Source: an optimization exercise on an open RTL-to-GDS flow (aim: small area and few clock cycles). Production flows keep margins and buffers that such runs may drop.
The RTL was checked by simulation tests, not by an equivalence proof against the original design.
The clock port is modelled as an ideal driver; clocking choices that lean on that would not hold on a real chip.
Power is estimated from default activity; no workload was simulated.

// dr1363_encoder
module dr1363_encoder (
    input  wire        clk,
    input  wire        rst,         
    input  wire        cmd_valid,
    output wire        cmd_ready,
    input  wire [7:0]  cmd_addr,
    input  wire [7:0]  cmd_cid1,
    input  wire [7:0]  cmd_cid2,
    input  wire [11:0] cmd_len,
    input  wire        info_valid,
    output wire        info_ready,
    input  wire [7:0]  info_data,
    output wire        out_valid,
    input  wire        out_ready,
    output reg  [7:0]  out_data,
    output wire        out_last,
    output reg         res_valid,
    output wire [7:0]  res_code,
    output wire [7:0]  res_info
);
Size in the first run: about 400 cells after synthesis, roughly 78 I/O pins.
==> flow/config.mk <==
export PLATFORM = sky130hd
export DESIGN_NAME = dr1363_encoder
export DESIGN_NICKNAME = dr1363_encoder
export VERILOG_FILES = /design/flow/design.v
export SDC_FILE = /design/flow/constraint.sdc
export NUM_CORES = 4
export LEC_CHECK = 0
export CAP_MARGIN = 20
export CORE_MARGIN = 2
export CORE_UTILIZATION = 40
export PLACE_DENSITY = 0.6
export SLEW_MARGIN = 20
==> flow/constraint.sdc <==
create_clock -name core_clock -period 8.0 [get_ports {clk}]
set_input_delay 1.6000 -clock core_clock [delete_from_list [all_inputs] [get_ports {clk}]]
set_output_delay 1.6000 -clock core_clock [all_outputs]
set_load 0.01 [all_outputs]
standard.sh (not shown) runs the stock make flow with config.mk's settings and CLKGATE_MAP_FILE= SYNTH_SCRIPT=/design/flow/synth_recipe.tcl, a recipe that flattens the netlist after the stock synthesis.
==> flow/flow/run.sh <==
#!/bin/bash
# Standard synthesis, then the gates between the flip-flops re-mapped for area
# (flip-flops untouched); the standard layout with small port buffers, except
# that the clock tree is built by flow/cts.tcl (root buffer + four leaf
# buffers). Each tool's output goes to a log file here.
set -euo pipefail
W=$(pwd)
R=$W/orfs/results/$FLOW_PLATFORM/dr1363_encoder/base
LIB=$FLOW_HOME/platforms/$FLOW_PLATFORM/lib/sky130_fd_sc_hd__tt_025C_1v80.lib
YOSYS=$(dirname "$FLOW_HOME")/tools/install/yosys/bin/yosys
OPENROAD=$(dirname "$FLOW_HOME")/tools/install/OpenROAD/bin/openroad
[ -x "$OPENROAD" ] || OPENROAD=$(command -v openroad)
VARS=("BUFFER_PORTS_ARGS=-buffer_cell sky130_fd_sc_hd__buf_1")

bash standard.sh "$R/1_2_yosys.v" > "$W/flow_synth.log" 2>&1
cp "$R/1_2_yosys.v" "$W/1_2_yosys_standard.v"

# flip-flop cells of the standard netlist
KEEP=$(grep -oE 'sky130_fd_sc_hd__[a-z0-9]*df[a-z0-9]*_[0-9]+' "$W/1_2_yosys_standard.v" | sort -u | tr '\n' ' ')
RS_LIB=$LIB RS_TOP=$FLOW_TOP RS_IN="$W/1_2_yosys_standard.v" RS_OUT="$W/1_2_yosys_resynth.v" \
RS_KEEP="$KEEP" RS_DONTUSE="$(tr '\n' ' ' < "$W/flow/dont_use.txt")" \
RS_SCRIPT="+strash;&get,-n;&deepsyn,-T,180,-S,1;&dch,-f;&nf,-R,1000;&put;topo;dnsize" \
  "$YOSYS" -c "$W/flow/resynth.tcl" > "$W/flow_resynth.log" 2>&1
cp "$W/1_2_yosys_resynth.v" "$R/1_2_yosys.v"
touch "$R/1_2_yosys.v"

bash standard.sh "$R/3_place.odb" "$R/3_place.sdc" "${VARS[@]}" > "$W/flow_place.log" 2>&1

RES=$R "$OPENROAD" -no_init -exit "$W/flow/cts.tcl" > "$W/flow_cts.log" 2>&1

bash standard.sh finish "${VARS[@]}" > "$W/flow_make.log" 2>&1
==> flow/flow/resynth.tcl <==
# Re-map the combinational logic of the standard synthesis netlist for area.
# The flip-flops are kept as they are (same instances, names and cells); only
# the gates between them are re-mapped by ABC.
set lib $::env(RS_LIB)
yosys read_liberty -overwrite -setattr liberty_cell -ignore_miss_func $lib
yosys read_verilog -overwrite $::env(RS_IN)
yosys hierarchy -top $::env(RS_TOP)
foreach c $::env(RS_KEEP) { yosys blackbox $c }
yosys flatten
yosys opt_clean -purge
yosys opt -fast
set du {}
foreach c $::env(RS_DONTUSE) { lappend du -dont_use $c }
yosys abc -liberty $lib {*}$du -script $::env(RS_SCRIPT)
yosys opt_clean -purge
yosys hilomap -singleton -hicell sky130_fd_sc_hd__conb_1 HI -locell sky130_fd_sc_hd__conb_1 LO
yosys splitnets
yosys insbuf -buf sky130_fd_sc_hd__buf_4 A X
yosys opt_clean -purge
yosys stat -liberty $lib
yosys write_verilog -noattr -noexpr -nohex -nodec $::env(RS_OUT)
Other scripts of this flow, unchanged in this note and not shown: flow/flow/cts.tcl, flow/flow/dont_use.txt
The starting point finished clean.
Testbench counts at the start, summed over its fixed seeds: cycles 175,333.
==> next run, changes <==
--- a/flow/flow/run.sh
+++ b/flow/flow/run.sh
@@ -11,5 +11,5 @@
 OPENROAD=$(dirname "$FLOW_HOME")/tools/install/OpenROAD/bin/openroad
 [ -x "$OPENROAD" ] || OPENROAD=$(command -v openroad)
-VARS=("BUFFER_PORTS_ARGS=-buffer_cell sky130_fd_sc_hd__buf_1")
+VARS=("BUFFER_PORTS_ARGS=-buffer_cell sky130_fd_sc_hd__buf_1" "SKIP_REPAIR_TIE_FANOUT=1" "GPL_TIMING_DRIVEN=0" "REMOVE_ABC_BUFFERS=1")
 
 bash standard.sh "$R/1_2_yosys.v" > "$W/flow_synth.log" 2>&1
Settings changed: CORE_UTILIZATION 40 to 55.
The new run finished clean.
Die area came out lower by a quarter to a third.
Synthesized cell count stays the same.
Clock skew rises by 0.0053 ns.
==> next run, changes <==
--- a/flow/flow/run.sh
+++ b/flow/flow/run.sh
@@ -20,5 +20,5 @@
 RS_LIB=$LIB RS_TOP=$FLOW_TOP RS_IN="$W/1_2_yosys_standard.v" RS_OUT="$W/1_2_yosys_resynth.v" \
 RS_KEEP="$KEEP" RS_DONTUSE="$(tr '\n' ' ' < "$W/flow/dont_use.txt")" \
-RS_SCRIPT="+strash;&get,-n;&deepsyn,-T,180,-S,1;&dch,-f;&nf,-R,1000;&put;topo;dnsize" \
+RS_SCRIPT="+strash;&get,-n;&deepsyn,-T,300,-S,1;&dch,-f;&nf,-R,1000;&put;topo;dnsize" \
   "$YOSYS" -c "$W/flow/resynth.tcl" > "$W/flow_resynth.log" 2>&1
 cp "$W/1_2_yosys_resynth.v" "$R/1_2_yosys.v"
=>
- The changed run completed with no timing, DRC or antenna violations
- flip-flop and latch count does not change
- maximum frequency went down by 14%
- critical path depth does not change
- hold slack is worse by 0.027 ns
- final area went down by 0.48%
- register-to-register slack is worse by 1.0 ns
- setup slack is worse by 1.0 ns
- synthesized cell count went up by 2.3%
- via count stays flat
- first-iteration DRC count went up by 42%
- power went down by 11%

==> static timing again, ports no longer ideal <==
No port has a modelled driver above. Below, the same layouts with a new extraction and two added sets of constraints. Step 1 sets driving cells, clkbuf_16 on the clock port and buf_2 on the other inputs (assumed; they add their load-dependent delay and slew). Step 2, shift: input delay + t, output delay - t, t = (earliest + latest rising clock arrival at the registers) / 2. This alone moves slack from input paths to output paths. Slacks: no drivers / after step 1 / after step 2; pairs: no drivers / after step 1.
| run | shift t [ns] | slack for setup (ns) | worst setup path after step 2 |
|---|---|---|---|
| the first run | 0.409 | 1.698 / 1.698 / 1.698 | register to register |
| the second run | 0.414 | 1.686 / 1.686 / 1.686 | register to register |
| the third run | 0.392 | 0.647 / 0.647 / 0.647 | register to register |
After both steps setup and hold are still met in every run listed.
